Source: an optimization exercise on an open RTL-to-GDS flow (aim: small area). Production flows keep margins and buffers that such runs may drop. In this exercise RTL edits were held to simulation tests only and were not proved equivalent to the original. Power and IR drop assume default switching activity.

--- flow/design.v ---
module ppm_fa (input a, input b, input c, output s, output co);
    assign s  = a ^ b ^ c;
    assign co = (a & b) | (c & (a ^ b));
endmodule
module ppm_ha (input a, input b, output s, output co);
    assign s  = a ^ b;
    assign co = a & b;
endmodule
module ppm_maj (input a, input b, input c, output y);
    assign y = (a & b) | (c & (a | b));
endmodule
module ppm_and2 (input a, input b, output y);
    assign y = a & b;
endmodule
module ppm_aoi222 (input a1, input a2, input b1, input b2, input c1, input c2, output y);
    assign y = ~((a1 & a2) | (b1 & b2) | (c1 & c2));
endmodule
module ppm_nand2 (input a, input b, output y);
    assign y = ~(a & b);
endmodule
module ppm_nand3 (input a, input b, input c, output y);
    assign y = ~(a & b & c);
endmodule
module ppm_or2 (input a, input b, output y);
    assign y = a | b;
endmodule
module ppm_o21ai (input a1, input a2, input b, output y);
    assign y = ~((a1 | a2) & b);
endmodule
module ppm_nor3 (input a, input b, input c, output y);
    assign y = ~(a | b | c);
endmodule
module ppm_sel16h (input [15:0] sel, input [15:0] din, output u, output v);
    wire [5:0] t;
    genvar i;
    generate
        for (i = 0; i < 5; i = i + 1) begin : g_t
            ppm_aoi222 u_a (.a1(sel[3*i]), .a2(din[3*i]), .b1(sel[3*i+1]), .b2(din[3*i+1]),
                            .c1(sel[3*i+2]), .c2(din[3*i+2]), .y(t[i]));
        end
    endgenerate
    ppm_nand2 u_t5 (.a(sel[15]), .b(din[15]), .y(t[5]));
    ppm_nand3 u_u (.a(t[0]), .b(t[1]), .c(t[2]), .y(u));
    ppm_nand3 u_v (.a(t[3]), .b(t[4]), .c(t[5]), .y(v));
endmodule
module ppm_m3pair (input lo, input hi, output p, output n);
    assign p = lo & ~hi;
    assign n = hi & ~lo;
endmodule
module ppm_m3add (input p1, input n1, input p2, input n2, output p, output n);
    assign p = (p1 & ~p2 & ~n2) | (p2 & ~p1 & ~n1) | (n1 & n2);
    assign n = (n1 & ~p2 & ~n2) | (n2 & ~p1 & ~n1) | (p1 & p2);
endmodule
module ppm_width (input [15:0] ts, input [15:0] nprev, output [15:0] w);
    wire [16:0] gc;
    wire [16:0] wc;
    ppm_and2 u_g0 (.a(ts[0]), .b(nprev[0]), .y(gc[1]));
    genvar b;
    generate
        for (b = 1; b < 16; b = b + 1) begin : g_c
            ppm_maj u_m (.a(ts[b]), .b(nprev[b]), .c(gc[b]), .y(gc[b+1]));
        end
    endgenerate
    assign wc[0] = gc[16];
    generate
        for (b = 0; b < 16; b = b + 1) begin : g_s
            ppm_fa u_f (.a(ts[b]), .b(nprev[b]), .c(wc[b]), .s(w[b]), .co(wc[b+1]));
        end
    endgenerate
endmodule
module ppm_cls (input [15:0] w, output is_sync, output is_data);
    assign is_sync = (w > 16'd8000);
    assign is_data = (w >= 16'd1500) && (w <= 16'd4500);
endmodule
module ppm_dif (input [11:0] cap12, input [11:0] nprev12, output [12:0] dq);
    wire [12:0] sc;
    wire [12:0] d;
    assign d[0]  = ~(cap12[0] ^ nprev12[0]);
    ppm_or2 u_c1 (.a(cap12[0]), .b(nprev12[0]), .y(sc[1]));
    genvar b;
    generate
        for (b = 1; b < 12; b = b + 1) begin : g_d
            ppm_fa u_f (.a(cap12[b]), .b(nprev12[b]), .c(sc[b]), .s(d[b]), .co(sc[b+1]));
        end
    endgenerate
    assign d[12] = ~sc[12];
    wire [6:0] pp, pn;
    generate
        for (b = 0; b < 6; b = b + 1) begin : g_p
            ppm_m3pair u_p (.lo(d[2*b]), .hi(d[2*b+1]), .p(pp[b]), .n(pn[b]));
        end
    endgenerate
    wire [4:0] ap, an;
    ppm_m3add u_a0 (.p1(pp[0]), .n1(pn[0]), .p2(pp[1]), .n2(pn[1]), .p(ap[0]), .n(an[0]));
    ppm_m3add u_a1 (.p1(pp[2]), .n1(pn[2]), .p2(pp[3]), .n2(pn[3]), .p(ap[1]), .n(an[1]));
    ppm_m3add u_a2 (.p1(pp[4]), .n1(pn[4]), .p2(pp[5]), .n2(pn[5]), .p(ap[2]), .n(an[2]));
    ppm_m3add u_a3 (.p1(ap[0]), .n1(an[0]), .p2(ap[1]), .n2(an[1]), .p(ap[3]), .n(an[3]));
    wire mp, mn;                 
    ppm_m3add u_a4 (.p1(ap[3]), .n1(an[3]), .p2(ap[2]), .n2(an[2]), .p(ap[4]), .n(an[4]));
    assign mp = d[12] ? an[4] : ap[4];
    assign mn = d[12] ? ~(ap[4] | an[4]) : an[4];
    wire [2:0] adj;
    assign adj[2] = ~d[12] & (mp | mn);
    assign adj[1] = mp | (~d[12] & mn);
    assign adj[0] = ~d[12] ? mp : mn;
    wire [13:0] ac;
    ppm_ha u_h0 (.a(d[0]), .b(adj[0]), .s(dq[0]), .co(ac[1]));
    generate
        for (b = 1; b < 13; b = b + 1) begin : g_q
            ppm_fa u_f (.a(d[b]), .b(adj[(b < 2) ? b : 2]), .c(ac[b]), .s(dq[b]), .co(ac[b+1]));
        end
    endgenerate
endmodule
module ppmdec (
    input  wire        clk,
    input  wire        rst,
    input  wire        edge_valid,
    input  wire [15:0] edge_ts,
    input  wire        tick,
    input  wire        frame_ack,
    input  wire [7:0]  rd_idx,
    input  wire [63:0] ctl_in,
    output wire [15:0] rd_cap,
    output wire [15:0] rd_dif,
    output wire        rd_oob,
    output wire [31:0] status,
    output wire [7:0]  qual,
    output wire        failsafe,
    output wire        sig_ok,
    output wire        update_en,
    output wire        frame_ready,
    output wire [63:0] ctl_out,
    output reg  [2:0]  ev_class,
    output wire [15:0] ev_width
);
    localparam [10:0] ZERO_CODE = 11'h100;
    reg  [15:0] nprev;           
    reg  [4:0]  idx;             
    reg  [10:0] cap_c  [0:15];   
    reg  [10:0] prev_c [0:15];   
    reg         frame_rdy_q;
    reg  [7:0]  qual_q;
    genvar b, k;
    wire [15:0] width;
    ppm_width u_width (.ts(edge_ts), .nprev(nprev), .w(width));
    wire is_sync, is_data;
    ppm_cls u_cls (.w(width), .is_sync(is_sync), .is_data(is_data));
    wire in_range = !idx[4];
    wire qinc     = edge_valid & is_data;
    wire do_store = qinc & in_range;
    wire fr_set   = do_store & (idx[3] | idx[2] | (idx[1] & idx[0]));
    always @(*) begin
        if (rst || !edge_valid)
            ev_class = 3'd0;
        else if (is_sync)
            ev_class = 3'd2;
        else if (!is_data)
            ev_class = 3'd1;
        else if (in_range)
            ev_class = 3'd3;
        else
            ev_class = 3'd4;
    end
    wire ev_on = edge_valid & ~rst;
    generate
        for (b = 0; b < 16; b = b + 1) begin : g_evw
            ppm_and2 u_a (.a(width[b]), .b(ev_on), .y(ev_width[b]));
        end
    endgenerate
    assign failsafe = (qual_q == 8'd0);
    wire [7:0] q_plus = qual_q + 8'd10;
    wire [7:0] q1  = qinc ? ((qual_q > 8'd190) ? 8'd200 : q_plus) : qual_q;
    wire       dec = tick & (qinc | ~failsafe);      
    wire [7:0] q2  = q1 - {7'd0, dec};
    wire [10:0] wcode = rst ? ZERO_CODE : width[11:1];
    always @(posedge clk) begin
        if (rst) begin
            nprev       <= 16'hFFFF;
            idx         <= 5'd0;
            frame_rdy_q <= 1'b0;
            qual_q      <= 8'd0;
        end else begin
            if (edge_valid) begin
                nprev <= ~edge_ts;
                if (is_sync)
                    idx <= 5'd0;
                else if (do_store)
                    idx <= idx + 5'd1;
            end
            qual_q      <= q2;
            frame_rdy_q <= fr_set | (frame_rdy_q & ~frame_ack);
        end
    end
    generate
        for (k = 0; k < 16; k = k + 1) begin : g_slot
            wire we = rst | (do_store & (idx[3:0] == k));
            always @(posedge clk) begin
                if (we) begin
                    cap_c[k]  <= wcode;
                    prev_c[k] <= cap_c[k];
                end
            end
        end
    endgenerate
    assign rd_oob = |rd_idx[7:4];
    wire [15:0] rsel;
    generate
        for (k = 0; k < 16; k = k + 1) begin : g_rsel
            assign rsel[k] = !rd_oob && (rd_idx[3:0] == k);
        end
    endgenerate
    wire [10:0] cu, cv, pu, pv;
    generate
        for (b = 0; b < 11; b = b + 1) begin : g_rd
            wire [15:0] cbits, pbits;
            for (k = 0; k < 16; k = k + 1) begin : g_b
                assign cbits[k] = cap_c[k][b];
                assign pbits[k] = prev_c[k][b];
            end
            ppm_sel16h u_c (.sel(rsel), .din(cbits), .u(cu[b]), .v(cv[b]));
            ppm_sel16h u_p (.sel(rsel), .din(pbits), .u(pu[b]), .v(pv[b]));
        end
    endgenerate
    wire [10:0] rc;
    generate
        for (b = 0; b < 11; b = b + 1) begin : g_rc
            ppm_or2 u_o (.a(cu[b]), .b(cv[b]), .y(rc[b]));
        end
    endgenerate
    wire rc_zero = ~rc[10] & ~rc[9] & rc[8];
    wire nz      = ~(rd_oob | rc_zero);
    wire [11:0] cap12;
    ppm_nor3 u_c11 (.a(rc[10]), .b(rc[9]), .c(rc[8] | rd_oob), .y(cap12[11]));
    assign cap12[10:9] = rc[10:9];
    assign cap12[8]    = rc[8] & (rc[10] | rc[9]);
    assign cap12[7:0]  = rc[7:0];
    wire [10:0] nrp;
    generate
        for (b = 0; b < 11; b = b + 1) begin : g_rp
            if (b == 8) begin : g_8
                ppm_nor3 u_n (.a(pu[b]), .b(pv[b]), .c(~nz), .y(nrp[b]));
            end else begin : g_o
                ppm_o21ai u_n (.a1(pu[b]), .a2(pv[b]), .b(nz), .y(nrp[b]));
            end
        end
    endgenerate
    wire [11:0] nprev12;
    ppm_nand3 u_p11 (.a(nrp[10]), .b(nrp[9]), .c(nrp[8]), .y(nprev12[11]));
    assign nprev12[10:9] = nrp[10:9];
    assign nprev12[8]    = nrp[8] | (nrp[10] & nrp[9]);
    assign nprev12[7:0]  = nrp[7:0];
    wire [12:0] dq;
    ppm_dif u_dif (.cap12(cap12), .nprev12(nprev12), .dq(dq));
    assign rd_cap = {4'd0, cap12};
    assign rd_dif = {{3{dq[12]}}, dq};
    assign qual        = qual_q;
    assign frame_ready = frame_rdy_q;
    assign sig_ok      = (qual_q > 8'd100);
    assign update_en   = frame_rdy_q & ~failsafe;
    assign status      = {12'd0, update_en, sig_ok, failsafe, frame_rdy_q, 3'd0, idx, qual_q};
    generate
        for (b = 0; b < 64; b = b + 1) begin : g_ctl
            ppm_and2 u_a (.a(ctl_in[b]), .b(~failsafe), .y(ctl_out[b]));
        end
    endgenerate
endmodule
--- flow/flow/run.sh ---
#!/bin/bash
# Own layout flow: the standard ORFS flow (standard.sh) with three changes:
# - after synthesis, combinational cells are swapped to their smallest drive
#   strength (flow/downsize.tcl); later repair steps size up where needed;
# - the port buffers use the smallest buffer cell;
# - the clock tree is built from mid-size clock buffers in larger clusters,
#   without dummy loads.
set -euo pipefail
export POST_SYNTH_TCL="$(pwd)/flow/downsize.tcl"
export BUFFER_PORTS_ARGS="-buffer_cell sky130_fd_sc_hd__buf_1"
export CTS_ARGS="-sink_clustering_enable -repair_clock_nets -buf_list sky130_fd_sc_hd__clkbuf_8 -sink_clustering_size 20 -sink_clustering_max_diameter 60 -dont_use_dummy_load"
bash standard.sh finish > standard.log 2>&1
--- flow/flow/downsize.tcl ---
# Run after synthesis (POST_SYNTH_TCL): swap each combinational cell for the
# smallest-area cell of the same family (same name up to the drive-strength
# suffix, hence the same function and pins). Registers, buffers and clock
# cells are left as synthesis made them; later repair steps size up again
# wherever timing, slew or capacitance needs it.
set db [ord::get_db]
set block [ord::get_db_block]
set n 0
foreach inst [$block getInsts] {
  set master [$inst getMaster]
  set name [$master getName]
  if {![regexp {^(sky130_fd_sc_hd__[a-z0-9]+)_([0-9]+)$} $name -> base drive]} { continue }
  if {[regexp {^sky130_fd_sc_hd__(s?e?df|dl|conb|clk|buf|tap|fill|decap|lpflow)} $name]} { continue }
  set best $master
  set best_area [expr {[$master getWidth] * [$master getHeight]}]
  foreach d {0 1 2} {
    set m [$db findMaster "${base}_$d"]
    if {$m eq "NULL" || $m eq ""} { continue }
    set a [expr {[$m getWidth] * [$m getHeight]}]
    if {$a < $best_area} {
      set best $m
      set best_area $a
    }
  }
  if {$best ne $master} {
    $inst swapMaster $best
    incr n
  }
}
puts "downsize: swapped $n cells to a smaller drive strength"
--- flow/standard.sh ---
#!/bin/bash
# synth_recipe.tcl (not shown) runs the flow's synth.tcl, then flattens the netlist and writes it again
# the make line also repeats each setting of config.mk as NAME=value (left out here)
make -C /OpenROAD-flow-scripts/flow DESIGN_CONFIG=/design/flow/config.mk WORK_HOME=/design/flow/orfs CLKGATE_MAP_FILE= SYNTH_SCRIPT=/design/flow/synth_recipe.tcl "${@:-finish}"
--- flow/config.mk ---
export PLATFORM = sky130hd
export DESIGN_NAME = ppmdec
export DESIGN_NICKNAME = ppmdec
export VERILOG_FILES = /design/flow/design.v
export SDC_FILE = /design/flow/constraint.sdc
export NUM_CORES = 4
export LEC_CHECK = 0
export ABC_AREA = 0
export ABC_CLOCK_PERIOD_IN_PS = 30000
export CAP_MARGIN = 20
export CORE_MARGIN = 2
export CORE_UTILIZATION = 40
export PLACE_DENSITY = 0.6
export SLEW_MARGIN = 20
export SYNTH_HIERARCHICAL = 1
export SYNTH_MINIMUM_KEEP_SIZE = 0
--- flow/constraint.sdc ---
create_clock -name core_clock -period 30.0 [get_ports {clk}]
set_input_delay 6.0000 -clock core_clock [delete_from_list [all_inputs] [get_ports {clk}]]
set_output_delay 6.0000 -clock core_clock [all_outputs]
set_load 0.01 [all_outputs]
==> flow_results.org, run 1 <==
** Job
- Count of max-cap constraint violations :: 0

** Worst setup path
- At the worst endpoint, the required time is about 24 ns.
- R2R Path Start :: nprev[0]
- For this run, the slowest stage of the critical path takes 0.74 ns.
- Worst Path Max Fanout :: 11
- The critical path is of the input pin to output pin type.
- Crit-path most repeated cell :: fa_1
- Counting cells, the worst reg-to-reg path comes to 39.
- CP Capture Type :: output pin
- Standard cell with the maximum stage delay on the critical path :: a311oi_1
- The setup check on the worst reg-to-reg path leaves a slack of around 14 ns.
- The worst register-to-register path ends at prev_c[5][6].
- Data arrives at the worst endpoint at 20.85 ns.
- Kind of start point of the critical path :: input pin

** Hold path
- Min-Delay Endpoint :: prev_c[7][5]
- Worst Min Path Start :: cap_c[7][5]
- The worst hold path passes through 0 cells.
- The worst hold path belongs to the class flop to flop.

** Clocking
- CTS saw 382 sinks.
- Buffers inserted during clock tree synthesis total 29.
- Post-CTS setup repair buffer count :: 0
- The clock passes through at most 3 buffers.
- Number of H-tree levels :: 1
- Buffers inserted to repair hold after CTS numbered 0.
- Resized cells post-CTS :: 0
- After clock tree synthesis, the clock-pin slew on the worst setup and hold paths is around 0.10 ns.
- TritonCTS built the clock tree.
- CTS Root Cell :: clkbuf_8
- The clock reaches the later pin of the worst-skew pair after 0.62 ns.

** Synthesis
- Number of flops mapped to enable cells by yosys :: approximately 350
- Flops & latches, synth :: 382
- The synthesized design spends more area on one cell type than any other, namely edfxtp_1.
- Async set or reset register ratio after synthesis :: 0
- Post-synthesis, Yosys gives the total cell area as around 16000 µm².
- Count of yosys warnings during synthesis :: 9
- Ranked by total cell area, the synthesized netlist is headed by edfxtp_1, a222oi_1, fa_1.
- Count of mapped cells out of synthesis :: ~1100
- Flip-flop cell with the highest count after synthesis :: edfxtp_1
- Dominant cell by count in the synthesized netlist :: edfxtp_1
- A synthesized cell averages 15.2 µm².
- In this run the cell area of the synthesized design comes to 16400 µm².
- In this run, distinct cell masters in the synthesized netlist total 62.
- Share of synthesized area occupied by flip-flops and latches :: 0.679
- Share of the synthesized area in the top cell type :: 0.643
- Counting instances in the post-synthesis netlist gives the leading cell types as edfxtp_1, a222oi_1, and2_1.

** Route
- After detailed routing, the number of remaining DRC violations is 0.
- DR vias/cell :: around 5.6
- Uppermost routed layer :: met4
- Length of routed met3 wiring :: between 3 and 4 mm
- For this block, wires on met1 add up to 16.3 mm.
- Avg WL per Cell :: around 22 µm
- 1st-iter DRT viols :: 1200
- The first TritonRoute pass finished after 7 iterations.
- Wire length on met2 :: 20.6 mm
- Number of nets with antenna violations after detailed routing :: 0
- Wirelength, routed :: roughly 42 mm
- Total vias in the final route :: 10537

** Power
- Dividing total power by cell area gives a power density of 63.2 nW/µm².
- Summed over all cells, the static leakage comes to 0.00618 µW.
- Worst ir drop on vdd :: 0.0000549 V

** Finish
- Layout overhead on the synthesized area :: 11.9%
- Share of cells above drive strength 1 :: 0.0728
- The net count of the finished layout is ~1500.
- Multi-input gate area :: 4890 µm²
- The layout has 3553 filler cells.
- Sequential standard cell area :: 11200 µm²
- For this run, the number of standard cells in the final layout without fillers is 1867.

** Floorplanning
- In this run the horizontal extent of the chip is 206 µm.
- Total Die Area :: 42600 µm²
- Y dimension of the die :: 206 µm
- Floorplan core area :: 40600 µm²
- Count of pins on the block boundary :: 253
- For this configuration, the core starts out at a cell density of 0.403.
- Cell Rows :: 74

** Placement
- Hpwl dp :: 28.9 mm
- Including well taps, the total number of placed cells is about 1800.
- IO Port Bufs :: 233
- Weighted congestion at the end of routability-driven global placement :: 0.906

** STA
- Of the available clock period, the critical path in the final layout requires 0.895.
- Max-slew violation count :: 0
- Setup repair after global routing left no endpoint under its margin.
- The count of endpoints failing hold in the final timing report is 0.
- Max-slew headroom at the worst pin :: 0.270
- Summed over all failing endpoints, the final setup total negative slack is 0 ns.
- Crit path time final :: 26.85 ns
- Derived from the worst setup path, the maximum achievable clock frequency is 37.3 MHz.
- Worst Tran Pin Value :: approximately 1.1 ns
- Final Skew :: roughly 0.075 ns
- Setup violations remaining at the end of the flow were counted as 0.
- Worst hold slack :: 0.407 ns

** GRT
- The first global-routing pass estimated ~60 mm of wire.
- Pin count of the biggest net entering global routing :: 68
- Overall routing resource usage :: 0.194
- Antenna violations before repair :: 2
- Sum of overflow across all layers after global routing :: 0
- The number of global-route vias before repair was 10299.

** Outcome
- Run status :: timing/DRC/antenna clean
## Yosys stat by module, one instance, submodules excluded, a selection
module	times used	cells inside	flip-flops and latches	cell area (µm²)
ppm_and2	81	1	0	6.26
ppm_fa	39	1	0	20.0
ppm_ha	1	1	0	12.5
ppm_m3add	5	5	0	38.8
ppm_nand2	22	1	0	3.75
ppm_nor3	2	1	0	10.0
## critical path: cells and delay by family
| family | cells | cell delay [ns] |
|---|---|---|
| compound gates | 2 | 0.89 |
| fa+ha+maj | 31 | 11.80 |
| buf+inv | 2 | 0.32 |
| simple gates | 5 | 1.78 |
## registers in the layout, summed over array words and instances, names as in the netlist
register     flops
cap_c          176
frame_rdy_q      1
idx              5
nprev           16
prev_c         176
qual_q           8
## worst max path at each step
stage	from	to	slack (ns)	cells past startpoint
floorplan	rd_idx[5]	rd_dif[13]	3.89	45
global placement	edge_ts[0]	ev_class[1]	3.34	40
detailed placement	edge_ts[0]	ev_class[1]	3.14	40
CTS	edge_ts[0]	ev_class[1]	3.11	40
global route	edge_ts[0]	ev_class[1]	2.48	40
finish	edge_ts[0]	ev_class[1]	3.15	40
## routing by layer
metal	vias to the layer above	GRT usage
li1	4742	-
met1	5174	0.245
met2	553	0.339
met3	68	0.0278
met4	0	0.0686
met5	-	0
## cells in the final DEF (no fill, tap or decap), types with 4 or more instances in the layout
master | Yosys | routed
nor2b_1 | 18 | 15
a221o_1 | 10 | 10
a222oi_1 | 110 | 110
conb_1 | 1 | 19
maj3_1 | 0 | 15
fa_1 | 39 | 39
nand2_1 | 61 | 63
buf_1 | 2 | 232
nand3_1 | 49 | 49
o21ai_1 | 10 | 10
o21bai_2 | 0 | 12
nor3b_1 | 11 | 11
a21o_1 | 3 | 4
nor3_1 | 11 | 9
and2_1 | 82 | 82
nor3_2 | 2 | 4
a31o_2 | 5 | 5
xor2_1 | 4 | 4
a21oi_1 | 13 | 13
inv_1 | 8 | 8
nor2_1 | 43 | 43
nand2b_1 | 25 | 26
clkbuf_8 | 0 | 29
dfxtp_1 | 30 | 30
or2_1 | 12 | 12
ha_1 | 9 | 9
or4_1 | 3 | 4
o21ai_0 | 21 | 21
and2b_1 | 0 | 6
buf_4 | 48 | 37
xnor2_1 | 5 | 5
edfxtp_1 | 352 | 352
## power breakdown
part / total (µW) / internal (µW) / switching, µW / leakage [µW]
Combinational: 250 / 88.5 / 162 / 0.00221
Clock: 238 / 86.0 / 152 / 0.000209
Sequential: 669 / 640 / 29.1 / 0.00376
Total: 1160 / 815 / 343 / 0.00618
## kinds of logic (layout without fill, tap and decap cells)
family	after synthesis	count (layout)	synth area share
fa+ha+maj	63	63	0.0646
other cells	1	21	0.000228
flops	382	382	0.679
simple gates	343	343	0.114
xor+xnor	9	9	0.00479
buf+inv	70	308	0.0274
mux	4	4	0.00289
compound gates	205	205	0.107
## through the flow
| stage | total power (µW) | worst slack (ns) | cell area (µm²) | util |
|---|---|---|---|---|
| global placement | 929 | 3.34 | 17900 | 0.441 |
| floorplan | 843 | 3.89 | 16400 | - |
| global route | 1210 | 2.48 | 18300 | 0.451 |
| detailed placement | 932 | 3.14 | 17900 | 0.441 |
| CTS | 1170 | 3.11 | 18300 | 0.450 |
| finish | 1160 | 3.15 | 18300 | 0.451 |
## final cells by class
class | count | share of cell area
Sequential cell | 382 | 0.610
Tap cell | 532 | 0.0363
Clock buffer | 29 | 0.0218
Multi-Input combinational cell | 643 | 0.267
Timing Repair Buffer | 270 | 0.0630
Inverter | 9 | 0.00184
Antenna cell | 2 | 0.000273
==> run 2, diff against run 1 <==
--- a/flow/flow/run.sh
+++ b/flow/flow/run.sh
@@ -9,4 +9,4 @@
 export POST_SYNTH_TCL="$(pwd)/flow/downsize.tcl"
 export BUFFER_PORTS_ARGS="-buffer_cell sky130_fd_sc_hd__buf_1"
-export CTS_ARGS="-sink_clustering_enable -repair_clock_nets -buf_list sky130_fd_sc_hd__clkbuf_8 -sink_clustering_size 20 -sink_clustering_max_diameter 60 -dont_use_dummy_load"
+export CTS_ARGS="-sink_clustering_enable -repair_clock_nets -buf_list sky130_fd_sc_hd__clkbuf_8 -sink_clustering_size 16 -sink_clustering_max_diameter 150 -dont_use_dummy_load"
 bash standard.sh finish > standard.log 2>&1
==> run 2 against run 1 <==
Compared with the run above: utilization decreased by 0.068 points; critical path type unchanged; critical path depth stayed put; sequential power about the same; die area unchanged; register-to-register slack better by 0.06 ns; clock power shrank 2%; synthesized area unchanged; synthesized cell count did not move.
==> flow_results.org, run 2 <==
** Outcome
- The run finished with no timing, DRC or antenna violations.

** GRT
- For this run, global-route usage on met2 was measured as 0.336.
- Overall routing resource usage :: 0.194
- Antenna violations before repair :: 3
- Pin count of the biggest net entering global routing :: 68
- Most crowded layer after global routing :: met2
- For this run the aggregate overflow at the end of global routing stands at 0.
- Global-route wire length before repair :: 61.7 mm
- Met3 capacity usage during global routing :: 0.0279
- The number of global-route vias before repair is 10187.
- For met1 alone, demand over resource in global routing was 0.250.

** Synthesis
- Yosys chip area :: 16400 µm²
- Flip-flop cell with the highest count after synthesis :: edfxtp_1
- Synthesis instantiated 62 different standard cells from the library.
- Count of yosys warnings during synthesis :: 9
- Cell taking the most area after synthesis :: edfxtp_1
- In this run the cell area of the synthesized design comes to 16400 µm².
- Commonest cells post-synth :: edfxtp_1, a222oi_1, and2_1
- Of the post-synthesis cell area, the dominant cell type holds 0.643.
- Of the synthesized area, sequential elements account for 0.679.
- Flops & latches, synth :: around 380
- Count of mapped cells out of synthesis :: 1077
- Dominant cell by count in the synthesized netlist :: edfxtp_1
- Number of flops mapped to enable cells by yosys :: 352
- For this run, asynchronously set or reset flops after synthesis account for 0.
- By area the synthesized netlist is led by edfxtp_1, a222oi_1, fa_1.
- Post-synthesis area per instance :: roughly 15 µm²

** Worst setup path
- The worst setup path is captured at an output pin.
- R2R Setup Slk :: 13.87 ns
- In this design, the critical path's most frequently occurring cell is fa_1.
- R2R Path Start :: nprev[0]
- Worst Path Max Fanout :: 11
- The number of cells on the worst reg-to-reg path is 39.
- The worst register-to-register path ends at prev_c[5][6].
- Kind of start point of the critical path :: input pin
- Maximum single-stage delay on the critical path :: around 0.7 ns
- Worst Path Class, Setup :: input pin to output pin
- STA puts the critical path data required time at 24.00 ns.
- Standard cell with the maximum stage delay on the critical path :: a311oi_1
- Arrival time at the worst endpoint :: about 21 ns

** Route
- In the final routed layout, each cell accounts on average for 22.3 µm.
- DRC violations left :: 0
- For this run, the detailed router's first-pass iteration total came to 6.
- The count of nets left with antenna violations once routing finished came out at 0.
- Wires add up to 41.6 mm.
- Total vias in the final route :: ~11000
- DR vias/cell :: 5.68
- 1st-iter DRT viols :: 1355

** Clocking
- Clock latency at the later pin of the worst-skew pair :: 0.58 ns
- CTS Hold Bufs :: 0
- Gates resized during post-CTS repair numbered 0.
- Post-CTS timing repair inserted 0 buffers for setup.
- Clock tree sinks :: 382
- The root buffer cell chosen for the clock tree is clkbuf_8.
- After clock tree synthesis, the clock-pin slew on the worst setup and hold paths is 0.10 ns.
- Cts bufs inserted :: 27
- Number of buffers on the longest clock path :: 3
- In this run the number of H-tree levels came out at 1.
- TritonCTS clock tree :: yes

** Finish
- Summing all multi-input logic gate instances after layout gives between 4000 and 5000 µm².
- With fillers left out, the area of the finished cells amounts to 18300 µm².
- The final layout contains 1474 nets.
- The largest registers in the layout are cap_c: 176 flops, prev_c: 176 flops, nprev: 16 flops.
- Commonest non-fill, non-tap cell in the layout :: edfxtp_1
- Filler instances :: ~3600
- The area growth from synthesis to layout is 11.7%.
- Of the cells placed in the final design, the portion with a size suffix greater than 1 is 0.0714.
- Registers take between 10000 and 15000 µm².
- The finished layout holds 1865 standard cells, fillers aside.
- Leaving out fill and tap cells, the most frequent cells in the layout are edfxtp_1, buf_1, a222oi_1, and2_1, nand2_1.

** Hold path
- Min-Delay Endpoint :: prev_c[4][0]
- The worst hold path begins at cap_c[4][0].
- The worst hold path passes through 0 cells.
- In this run the worst hold path is classified as flop to flop.

** Placement
- Hpwl dp :: around 29 mm
- Worst-case setup slack after placement :: around 3.1 ns
- After detailed placement, the total cell area comes to 17900 µm².
- Weighted congestion at the end of routability-driven global placement :: about 0.91
- Input and output buffers added on the ports amount to 233.
- Count of placed standard cells including taps :: 1836

** Power
- In this run the power spent charging and discharging nets is 344 µW.
- For this design the ratio of total power to cell area is 63.0 nW/µm².
- VDD sags by at most 0.0000547 V.
- The share of total power dissipated in the clock network is 0.202.
- Share of power burned in combinational logic :: 0.217
- The internal portion of the total power is ~800 µW.
- Share of power burned in registers :: 0.581
- For this design the static power due to leakage is just over 0.006 µW.
- Of the total power, the share spent switching nets is 0.298.

** STA
- Final clock period utilization by the worst path :: 0.894
- Max-slew violation count :: 0
- Final Skew :: 0.0188 ns
- Setup violations remaining at the end of the flow were counted as 0.
- Worst Tran Pin Value :: between 1 and 1.5 ns
- For this run, the top clock speed supported by timing is 37.3 MHz.
- Post-Route Setup TNS :: 0 ns
- Measured against its own limit, the worst slew margin works out to 0.288.
- After layout, the worst setup slack is 3.17 ns.
- The smallest clock period supported by the final layout is computed as 26.83 ns.
- Worst hold slack :: around 0.45 ns
- RSZ-0062 raised after global routing :: false
- The count of endpoints failing hold in the final timing report came to 0.

** Floorplanning
- Cell Rows :: 74
- In this run the vertical extent of the chip is 206 µm.
- The initial utilization of the core area, before any placement, comes to 0.403.
- between 200 and 300 I/O pins were placed.
- Floorplan core area :: 40600 µm²
- The floorplan step set the die width to 206 µm.
- The floorplan step defined a die boundary enclosing 42600 µm².

** Job
- Max-cap violations in this run came to 0.
==> run 2: metal layers <==
layer / vias to the layer above / routed length [µm]
li1: 4730 / -
met4: 0 / 1390
met2: 573 / 20300
met3: 73 / 3310
met1: 5208 / 16700
met5: - / 0
==> run 2: layout make-up <==
type / instances / share of cell area
Inverter: 9 / 0.00185
Antenna cell: 2 / 0.000274
Multi-Input combinational cell: 643 / 0.267
Timing Repair Buffer: 270 / 0.0631
Tap cell: 532 / 0.0364
Clock buffer: 27 / 0.0203
Sequential cell: 382 / 0.611
==> run 2: worst max-delay path by stage <==
stage | startpoint | end | slack, ns | depth (start not counted)
3_3_place_gp | edge_ts[0] | ev_class[1] | 3.34 | 40
3_5_place_dp | edge_ts[0] | ev_class[1] | 3.14 | 40
4_1_cts | edge_ts[0] | ev_class[1] | 3.11 | 40
2_1_floorplan | rd_idx[5] | rd_dif[13] | 3.89 | 45
5_1_grt | edge_ts[0] | ev_class[1] | 2.48 | 40
6_report | edge_ts[0] | ev_class[1] | 3.17 | 40
==> run 2: kinds of logic (layout without fill, tap and decap cells) <==
logic type,Yosys count,after routing,synth area share
muxes,4,4,0.00289
buffers and inverters,70,306,0.0274
AOI/OAI and AO/OA,205,205,0.107
xor gates and xnor gates,9,9,0.00479
adders and majority gates,63,63,0.0646
and+or+nand+nor,343,343,0.114
other,1,21,0.000228
DFF,382,382,0.679
==> run 2: power groups by stage <==
stage	Sequential (µW)	Combinational (µW)	Clock [µW]
6_report	669	250	233
5_1_grt	675	276	258
4_1_cts	669	252	240
3_5_place_dp	681	251	0
3_3_place_gp	680	249	0
2_1_floorplan	669	174	0
==> run 2: critical path, delay by kind of cell <==
| kind | cells | cell delay, ns |
|---|---|---|
| compound gates | 2 | 0.87 |
| buf+inv | 2 | 0.32 |
| simple gates | 5 | 1.77 |
| fa+ha+maj | 31 | 11.81 |
==> run 2: Yosys stat by module (local to each module, per instance), a selection <==
module      cells  times used  cell area (µm²)  flops+latches
ppm_nand2       1          22             3.75              0
ppm_m3add       5           5             38.8              0
ppm_maj         1          15             11.3              0
ppm_cls        20           1              126              0
ppm_ha          1           1             12.5              0
ppm_nand3       1          45             5.00              0
ppm_fa          1          39             20.0              0
ppm_aoi222      1         110             10.0              0
ppm_nor3        1           2             10.0              0
ppm_and2        1          81             6.26              0
ppm_m3pair      2           6             15.0              0
ppm_o21ai       1          10             5.00              0
==> run 2: per-stage QoR <==
step	total power [µW]	util
floorplan	843	-
global placement	929	0.441
detailed placement	932	0.441
CTS	1160	0.450
global route	1210	0.450
finish	1150	0.450

## re-timing with driven ports
Ports are ideal in the flow. The routed layouts listed here were re-timed in OpenROAD. Step 1: set_driving_cell puts a clkbuf_16 on clk and a buf_2 on each other input, an assumption about the parent block. Step 2, shift: input delay + t, output delay - t, t = (earliest + latest rising clock arrival at the registers) / 2. This alone moves slack from input paths to output paths. Three values: no drivers, after step 1, after step 2; two values: the first two.
run	t (ns)	setup WS [ns]	hold slack, ns
run 1	0.637	3.155 / 3.130 / 3.130	0.407 / 0.407 / 0.407
run 2	0.629	3.173 / 3.149 / 3.149	0.447 / 0.447 / 0.447
After both steps every run listed still meets setup and hold. For run 1, which loses most, drivers alone change the setup slack by -0.025 ns; drivers and shift together by -0.025 ns.
